What follows belongs to an exercise in optimizing a design on an open flow for small area, a short achievable clock period and few clock cycles per item; a production flow would make more cautious choices.
Function was checked by simulation only, so behaviour that the tests miss may differ from the original.

<file path="flow/run.sh">
#!/bin/bash
# synth_recipe.tcl (not shown) runs the flow's synth.tcl, then flattens the netlist and writes it again
# the make line also repeats each setting of config.mk as NAME=value (left out here)
make -C /OpenROAD-flow-scripts/flow DESIGN_CONFIG=/design/flow/config.mk WORK_HOME=/design/flow/orfs CLKGATE_MAP_FILE= SYNTH_SCRIPT=/design/flow/synth_recipe.tcl finish
</file>
<file path="flow/config.mk">
export PLATFORM = sky130hd
export DESIGN_NAME = htv_yuv2rgb
export DESIGN_NICKNAME = htv_yuv2rgb
export VERILOG_FILES = /design/flow/design.v
export SDC_FILE = /design/flow/constraint.sdc
export NUM_CORES = 4
export LEC_CHECK = 0
export CAP_MARGIN = 20
export CORE_MARGIN = 2
export CORE_UTILIZATION = 40
export SLEW_MARGIN = 20
</file>
<file path="flow/constraint.sdc">
create_clock -name core_clock -period 20.0 [get_ports {clk}]
set_input_delay 4.0000 -clock core_clock [delete_from_list [all_inputs] [get_ports {clk}]]
set_output_delay 4.0000 -clock core_clock [all_outputs]
set_load 0.01 [all_outputs]
</file>
<file path="flow/design.v">
module htv_fmul (
    input  wire [31:0] a,
    input  wire [31:0] b,
    output reg  [31:0] z
);
    wire        sa = a[31];
    wire        sb = b[31];
    wire [7:0]  ea = a[30:23];
    wire [7:0]  eb = b[30:23];
    wire [22:0] fa = a[22:0];
    wire [22:0] fb = b[22:0];
    wire        sz = sa ^ sb;
    wire a_nan  = (ea == 8'hFF) && (fa != 0);
    wire b_nan  = (eb == 8'hFF) && (fb != 0);
    wire a_inf  = (ea == 8'hFF) && (fa == 0);
    wire b_inf  = (eb == 8'hFF) && (fb == 0);
    wire a_zero = (ea == 8'h00) && (fa == 0);
    wire b_zero = (eb == 8'h00) && (fb == 0);
    wire [23:0] ma = {ea != 0, fa};
    wire [23:0] mb = {eb != 0, fb};
    wire [9:0]  xa = (ea == 0) ? 10'd1 : {2'b00, ea};
    wire [9:0]  xb = (eb == 0) ? 10'd1 : {2'b00, eb};
    wire [47:0] p = ma * mb;
    reg  [5:0]  lead;
    integer     i;
    always @* begin
        lead = 6'd0;
        for (i = 0; i < 48; i = i + 1)
            if (p[i]) lead = i[5:0];
    end
    reg signed [10:0] e;        
    reg [47:0]        pn;       
    reg [47:0]        ps;       
    reg               sticky;
    reg [10:0]        rsh;
    reg [23:0]        mant;
    reg               g, st, rup;
    reg [31:0]        pk;
    integer           k;
    always @* begin
        pn = p << (6'd47 - lead);
        e  = $signed({1'b0, xa}) + $signed({1'b0, xb}) + $signed({5'b0, lead}) - 11'sd173;
        if (e < 11'sd1) begin
            rsh = 11'd1 - e;
            e   = 11'sd1;
        end else begin
            rsh = 11'd0;
        end
        if (rsh > 11'd48) rsh = 11'd48;
        ps     = pn >> rsh;
        sticky = 1'b0;
        for (k = 0; k < 48; k = k + 1)
            if (k < rsh && pn[k]) sticky = 1'b1;
        mant = ps[47:24];
        g    = ps[23];
        st   = (ps[22:0] != 0) || sticky;
        rup  = g && (st || mant[0]);
        pk = {1'b0, e[7:0] - 8'd1, 23'd0} + {8'd0, mant} + {31'd0, rup};
        if (a_nan || b_nan || (a_inf && b_zero) || (a_zero && b_inf))
            z = 32'h7FC00000;
        else if (a_inf || b_inf)
            z = {sz, 8'hFF, 23'd0};
        else if (a_zero || b_zero)
            z = {sz, 31'd0};
        else if (e > 11'sd254)
            z = {sz, 8'hFF, 23'd0};
        else
            z = {sz, pk[30:0]};
    end
endmodule
module htv_fadd (
    input  wire [31:0] a,
    input  wire [31:0] b,
    output reg  [31:0] z
);
    wire a_nan = (a[30:23] == 8'hFF) && (a[22:0] != 0);
    wire b_nan = (b[30:23] == 8'hFF) && (b[22:0] != 0);
    wire a_inf = (a[30:23] == 8'hFF) && (a[22:0] == 0);
    wire b_inf = (b[30:23] == 8'hFF) && (b[22:0] == 0);
    wire        swap = (b[30:0] > a[30:0]);
    wire [31:0] x = swap ? b : a;
    wire [31:0] y = swap ? a : b;
    wire [7:0]  ex = (x[30:23] == 0) ? 8'd1 : x[30:23];
    wire [7:0]  ey = (y[30:23] == 0) ? 8'd1 : y[30:23];
    wire [26:0] mx = {x[30:23] != 0, x[22:0], 3'b000};    
    wire [26:0] my = {y[30:23] != 0, y[22:0], 3'b000};
    wire [7:0]  d  = ex - ey;
    wire        sub = x[31] ^ y[31];
    reg [26:0] mys;
    reg        sh_st;
    reg [27:0] s;
    reg [9:0]  e;
    reg [4:0]  lz;
    reg [4:0]  sh;
    reg [23:0] mant;
    reg        g, st, rup;
    reg [31:0] pk;
    reg        zero_sign;
    integer    k;
    always @* begin
        if (d > 8'd26) begin
            mys   = 27'd0;
            sh_st = (my != 0);
        end else begin
            mys   = my >> d;
            sh_st = 1'b0;
            for (k = 0; k < 27; k = k + 1)
                if (k < d && my[k]) sh_st = 1'b1;
        end
        mys[0] = mys[0] | sh_st;
        s = sub ? ({1'b0, mx} - {1'b0, mys}) : ({1'b0, mx} + {1'b0, mys});
        e = {2'b00, ex};
        if (s[27]) begin
            s = {1'b0, s[27:2], s[1] | s[0]};
            e = e + 10'd1;
        end else begin
            lz = 5'd27;
            for (k = 0; k < 27; k = k + 1)
                if (s[k]) lz = 5'd26 - k[4:0];
            sh = (lz < e[4:0] || e > 10'd27) ? lz : (e[4:0] - 5'd1);
            if (lz == 5'd27) sh = 5'd0;
            s = s << sh;
            e = e - {5'd0, sh};
        end
        mant = s[26:3];
        g    = s[2];
        st   = s[1] | s[0];
        rup  = g && (st || mant[0]);
        pk = {1'b0, e[7:0] - 8'd1, 23'd0} + {8'd0, mant} + {31'd0, rup};
        zero_sign = x[31] & y[31];
        if (a_nan || b_nan || (a_inf && b_inf && (a[31] != b[31])))
            z = 32'h7FC00000;
        else if (a_inf)
            z = a;
        else if (b_inf)
            z = b;
        else if (s == 0)
            z = {zero_sign, 31'd0};
        else if (e > 10'd254)
            z = {x[31], 8'hFF, 23'd0};
        else
            z = {x[31], pk[30:0]};
    end
endmodule
module htv_yuv2rgb (
    input  wire        clk,
    input  wire        rst,
    input  wire        cfg_we,
    input  wire [4:0]  cfg_addr,
    input  wire [31:0] cfg_wdata,
    input  wire        in_valid,
    output wire        in_ready,
    input  wire [31:0] in_y,
    input  wire [31:0] in_u,
    input  wire [31:0] in_v,
    output wire        out_valid,
    input  wire        out_ready,
    output reg  [7:0]  out_r,
    output reg  [7:0]  out_g,
    output reg  [7:0]  out_b
);
    localparam [4:0] IDX_C_RV     = 5'd14;
    localparam [4:0] IDX_C_GU     = 5'd15;
    localparam [4:0] IDX_C_GV     = 5'd16;
    localparam [4:0] IDX_C_BU     = 5'd17;
    localparam [4:0] IDX_RGBSCALE = 5'd18;
    localparam [3:0] S_IDLE = 4'd0,
                     S_C1   = 4'd1,
                     S_C2   = 4'd2,
                     S_C3   = 4'd3,
                     S_C4   = 4'd4,
                     S_C5   = 4'd5,
                     S_C6   = 4'd6,
                     S_C7   = 4'd7,
                     S_DONE = 4'd8;
    reg [31:0] c_rv, c_gu, c_gv, c_bu, scale;
    always @(posedge clk) begin
        if (rst) begin
            c_rv  <= 32'h3F91E5F3;    
            c_gu  <= 32'hBECA0F91;    
            c_gv  <= 32'hBF14A234;    
            c_bu  <= 32'h40020E17;    
            scale <= 32'h437F0000;    
        end else if (cfg_we) begin
            case (cfg_addr)
                IDX_C_RV:     c_rv  <= cfg_wdata;
                IDX_C_GU:     c_gu  <= cfg_wdata;
                IDX_C_GV:     c_gv  <= cfg_wdata;
                IDX_C_BU:     c_bu  <= cfg_wdata;
                IDX_RGBSCALE: scale <= cfg_wdata;
                default: ;
            endcase
        end
    end
    reg [3:0]  state;
    reg [31:0] y, u, v;       
    reg [31:0] prod;          
    reg [31:0] sr, sg, sb;    
    reg  [31:0] mul_a, mul_b, add_a, add_b;
    wire [31:0] mul_z, add_z;
    htv_fmul u_mul (.a(mul_a), .b(mul_b), .z(mul_z));
    htv_fadd u_add (.a(add_a), .b(add_b), .z(add_z));
    always @* begin
        mul_a = c_rv;  mul_b = v;
        add_a = y;     add_b = prod;
        case (state)
            S_C1: begin mul_a = c_rv;  mul_b = v;  end
            S_C2: begin mul_a = c_gu;  mul_b = u;  add_a = y;  add_b = prod; end
            S_C3: begin mul_a = c_gv;  mul_b = v;  add_a = y;  add_b = prod; end
            S_C4: begin mul_a = c_bu;  mul_b = u;  add_a = sg; add_b = prod; end
            S_C5: begin mul_a = scale; mul_b = sr; add_a = y;  add_b = prod; end
            S_C6: begin mul_a = scale; mul_b = sg; end
            S_C7: begin mul_a = scale; mul_b = sb; end
            default: ;
        endcase
    end
    function [7:0] sat8;
        input [31:0] t;
        reg   [23:0] m;
        begin
            m = {1'b1, t[22:0]};
            if (t[30:23] == 8'hFF && t[22:0] != 0)
                sat8 = 8'd0;
            else if (t[31] || t[30:0] == 0)
                sat8 = 8'd0;
            else if (t[30:0] >= 31'h437F0000)
                sat8 = 8'd255;
            else if (t[30:23] < 8'd127)
                sat8 = 8'd0;
            else
                sat8 = m >> (8'd150 - t[30:23]);
        end
    endfunction
    assign in_ready  = (state == S_IDLE);
    assign out_valid = (state == S_DONE);
    always @(posedge clk) begin
        if (rst) begin
            state <= S_IDLE;
        end else begin
            case (state)
                S_IDLE: if (in_valid) begin
                    y <= in_y;
                    u <= in_u;
                    v <= in_v;
                    state <= S_C1;
                end
                S_C1: begin prod <= mul_z; state <= S_C2; end
                S_C2: begin sr <= add_z; prod <= mul_z; state <= S_C3; end
                S_C3: begin sg <= add_z; prod <= mul_z; state <= S_C4; end
                S_C4: begin sg <= add_z; prod <= mul_z; state <= S_C5; end
                S_C5: begin sb <= add_z; out_r <= sat8(mul_z); state <= S_C6; end
                S_C6: begin out_g <= sat8(mul_z); state <= S_C7; end
                S_C7: begin out_b <= sat8(mul_z); state <= S_DONE; end
                S_DONE: if (out_ready) state <= S_IDLE;
                default: state <= S_IDLE;
            endcase
        end
    end
endmodule
</file>
==> summary.txt <==
Timing
  • Final Hold Fails: 0
  • WHS: around 0.46 ns
  • Fin Clk Skew: approximately 0.044 ns
  • Fmax achieved: 51.8 MHz
  • Tcrit/Tclk final: 96.4%
  • Fin crit period: a little under 20 ns
  • Slew of the pin with the lowest slew margin: approximately 1.2 ns
  • Relative slew slack: roughly 20%
  • Slew Limit Fails: 0
  • Setup violations, final: 0

Worst setup path
  • Slowest cell on crit path: nor3_1
  • Crit. End Element: register
  • R2R Setup Slk: between 0.7 and 0.8 ns
  • WP data required: ~20 ns
  • Worst Setup Start Kind: register
  • Crit path DAT: a little under 20 ns
  • Reg2reg path depth: 74
  • Worst R2R End: out_b[3]
  • CP max FO: 24
  • Crit path top cell by count: inv_1
  • Critical path's largest stage delay: 0.82 ns
  • Reg2reg start: state[0]
  • WS Path Type: reg -> reg

Synth
  • Compound-Gate Fraction of Synth Area: between 20% and 30%
  • Synth Area in XOR/XNOR: under 10%
  • Prevailing post-synth register cell: edfxtp_1
  • Largest family of logic cells by synthesized area: simple AND/OR/NAND/NOR gates
  • Synth Area in Simple Gates: between 20 and 25%
  • Top cell type's share of synthesized area: between 10% and 20%
  • Seq cells post-synth: just over 400
  • Synth area leaders: fa_1 16%, edfxtp_1 12%, nand2_1 7.9%, ha_1 6.4%, dfxtp_1 5.5%
  • Multiplexer share of the synthesized area: 5.12%
  • Distinct cells, synth: between 100 and 150
  • Post-synth net total: 8617
  • Sequential fraction of the synthesis area: around 18%
  • Asr flop ratio synth: 0%
  • Area share of fa/ha/maj cells after synthesis: between 20 and 25%
  • Post-synth EDFFs: 248
  • Yosys warning count: 3
  • Post-synthesis cell area: between 60000 and 70000 sq um
  • Top cell type by total area after synthesis: fa_1
  • Syn Inst Count: 7681
  • Syn Area/Cell: 7.82 sq um

Floorplanning
  • Initial Utilization: approximately two fifths
  • FP Rows: 142
  • Die width: a little under 400 um
  • CORE AREA: roughly 150000 sq um
  • Die area: about 150000 sq um
  • Height of the die: around 390 um
  • Num ports: between 150 and 200

Drt
  • DRT antenna net count: 0
  • Met1 WL: 120000 um
  • Post-DR vias/cell: 6.28
  • Vias: about 63000
  • Average wire per standard cell: about 28 um
  • DRT Pass-1 Iters: 7
  • DRT iter0 DRCs: approximately 8000
  • Highest routed layer: met5
  • Routed wire length: around 280000 um
  • DR WL met2: ~120000 um
  • Met3 routed WL: about 27000 um
  • Drt drc: 0

Global route
  • Total track usage: about 36%
  • Initial antenna violation count: 7
  • First-pass GRT wire length: about 410000 um
  • Total grt overflow: 0
  • Vias in the first global route: between 60000 and 70000
  • Pin count of the biggest net entering global routing: approximately 130

Clock network
  • Max clock buf depth: 3
  • H-tree depth: 2
  • Total CTS buffers: 49
  • CTS Root Cell: clkbuf_16
  • Clock Sink Count: slightly above 400
  • Clock latency (worst-skew pair): about 0.65 ns
  • Clock transition at path regs: 0.06 ns
  • CTS tree: built

Cells and area
  • Most common cell after layout, fill and taps aside: nand2_1
  • Syn-to-layout area delta: 14.7%
  • Fin nets: approximately 9000
  • Layout cells sized above 1: 12.1%
  • Post-route cell area: slightly below 70000 sq um
  • Final core occ: roughly 46%
  • Commonest cells after routing, fill and taps aside: 1251 x nand2_1, 716 x inv_1, 655 x nor2_1, 521 x buf_4, 492 x fa_1

Run status
  • Outcome: finished clean

Place
  • IO buf count: around 160
  • Gp weighted congestion: around 1.0
  • Placed Area: between 60000 and 70000 sq um
  • Hpwl dp: between 200000 and 250000 um

Min path
  • Worst hold path type: reg -> reg
  • Worst Hold Path EP: c_gu[1]
  • Hold path depth: 2
  • Hold_sp: c_gu[1]

Flow run
  • Max Cap Viol: 0
-- stage by stage --
step / instances / setup slack [ns] / setup TNS, ns
final: 10000 / 0.713 / 0
after global routing: 10000 / -0.0514 / -0.577
after CTS: 10000 / 0.0406 / 0
after detailed placement: 9922 / -0.336 / -1.37
after global placement: 9920 / -0.0999 / -0.300
after floorplan: 7681 / 0.108 / 0
-- routing by layer --
metal / vias up / global-route usage [%]
met4: 6 / 16.4
li1: 27800 / -
met5: - / 0
met2: 3586 / 54.8
met3: 621 / 5.81
met1: 31000 / 50.4
-- sequential cells by signal, summed over array words and instances (netlist names) --
name	count
sb	32
c_gu	32
u	32
out_g	8
sg	32
c_rv	32
c_gv	32
scale	32
sr	32
state	4
c_bu	32
out_b	8
y	32
out_r	8
prod	32
v	32
-- cells by family (layout without fill, tap and decap cells) --
group,Yosys count,in the layout
other cells,0,2
buf+inv,1175,1515
mux,272,272
fa+ha+maj,799,799
compound gates,1953,1953
xor+xnor,110,110
flops,412,412
simple gates,2960,2962
-- Yosys cell counts (all sizes together), types with 44 or more instances --
| cell | n |
|---|---|
| fa | 492 |
| nor4 | 72 |
| mux2i | 177 |
| and3 | 50 |
| mux2 | 75 |
| nand3 | 220 |
| a21oi | 505 |
| nand2b | 54 |
| a211oi | 85 |
| nand4 | 97 |
| o21a | 48 |
| o22ai | 57 |
| nand3b | 84 |
| xnor2 | 74 |
| nor3 | 164 |
| a221oi | 56 |
| and2 | 77 |
| buf | 122 |
| dfxtp | 164 |
| nand2 | 1259 |
| a22oi | 132 |
| a31oi | 60 |
| edfxtp | 248 |
| nor2b | 45 |
| o2111ai | 44 |
| o21ai | 399 |
| clkbuf | 329 |
| inv | 723 |
| o211ai | 84 |
| nor2 | 672 |
| ha | 306 |
| a21o | 73 |
-- worst max-delay path, delay by kind of cell, from the launching register on --
family                     cells  cell delay [ns]
adders and majority gates     13             5.75
and+or+nand+nor               20             5.46
AOI/OAI and AO/OA             17             3.77
buffers and inverters         22             3.35
DFF                            1             0.40
xor gates and xnor gates       2             0.28
-- what timing repair did --
action | in CTS | in global routing
setup endpoints to repair | 24 | 24
setup buffers | 0 | 30
pin swaps | 0 | 17
gates resized for setup | 8 | 97
hold buffers | 0 | 0
gates cloned | 0 | 2
-- area by class of cell --
cell class	count	area, sq um
Fill cell	15000	80500
Multi-Input combinational cell	6096	45300
Sequential cell	412	10700
Timing Repair Buffer	707	5920
Inverter	724	2730
Tap cell	2016	2520
Clock buffer	57	1270
Clock inverter	27	364
Antenna cell	2	5.00
-- worst max path at each step --
stage	cells past startpoint	endpoint	from	slack [ns]
2_1_floorplan	82	out_b[1]	state[1]	0.11
3_3_place_gp	75	out_g[6]	state[0]	-0.1
3_5_place_dp	76	out_b[6]	state[0]	-0.34
4_1_cts	73	out_b[6]	state[1]	0.04
5_1_grt	75	out_b[4]	state[1]	-0.05
6_report	74	out_b[3]	state[0]	0.71
Testbench counts, summed over its fixed seeds: cycles 43,200, pixels 4,800.

## re-timing with driven ports
Ports are ideal in the flow. The routed layout listed here was re-timed in OpenROAD.
Step 1, drivers: a clkbuf_16 drives clk and a buf_2 each remaining input, both assumed.
Step 2 also shifts input and output timing later by t, the mid clock arrival at the registers, as if the neighbouring blocks saw the same clock.
Slacks: no drivers / after step 1 / after step 2; pairs: no drivers / after step 1.
t, ns: 0.694
setup WS [ns]: 0.713 / 0.713 / 0.713
slew at the worst register clock pin (ns): 0.07 / 0.07
worst slew at a driven data input, ns: 0.13
cell pins on the clock port's net: 1
After both steps setup and hold are still met in this run. For this run, drivers alone change the setup slack by 0.000 ns; drivers and shift together by 0.000 ns.
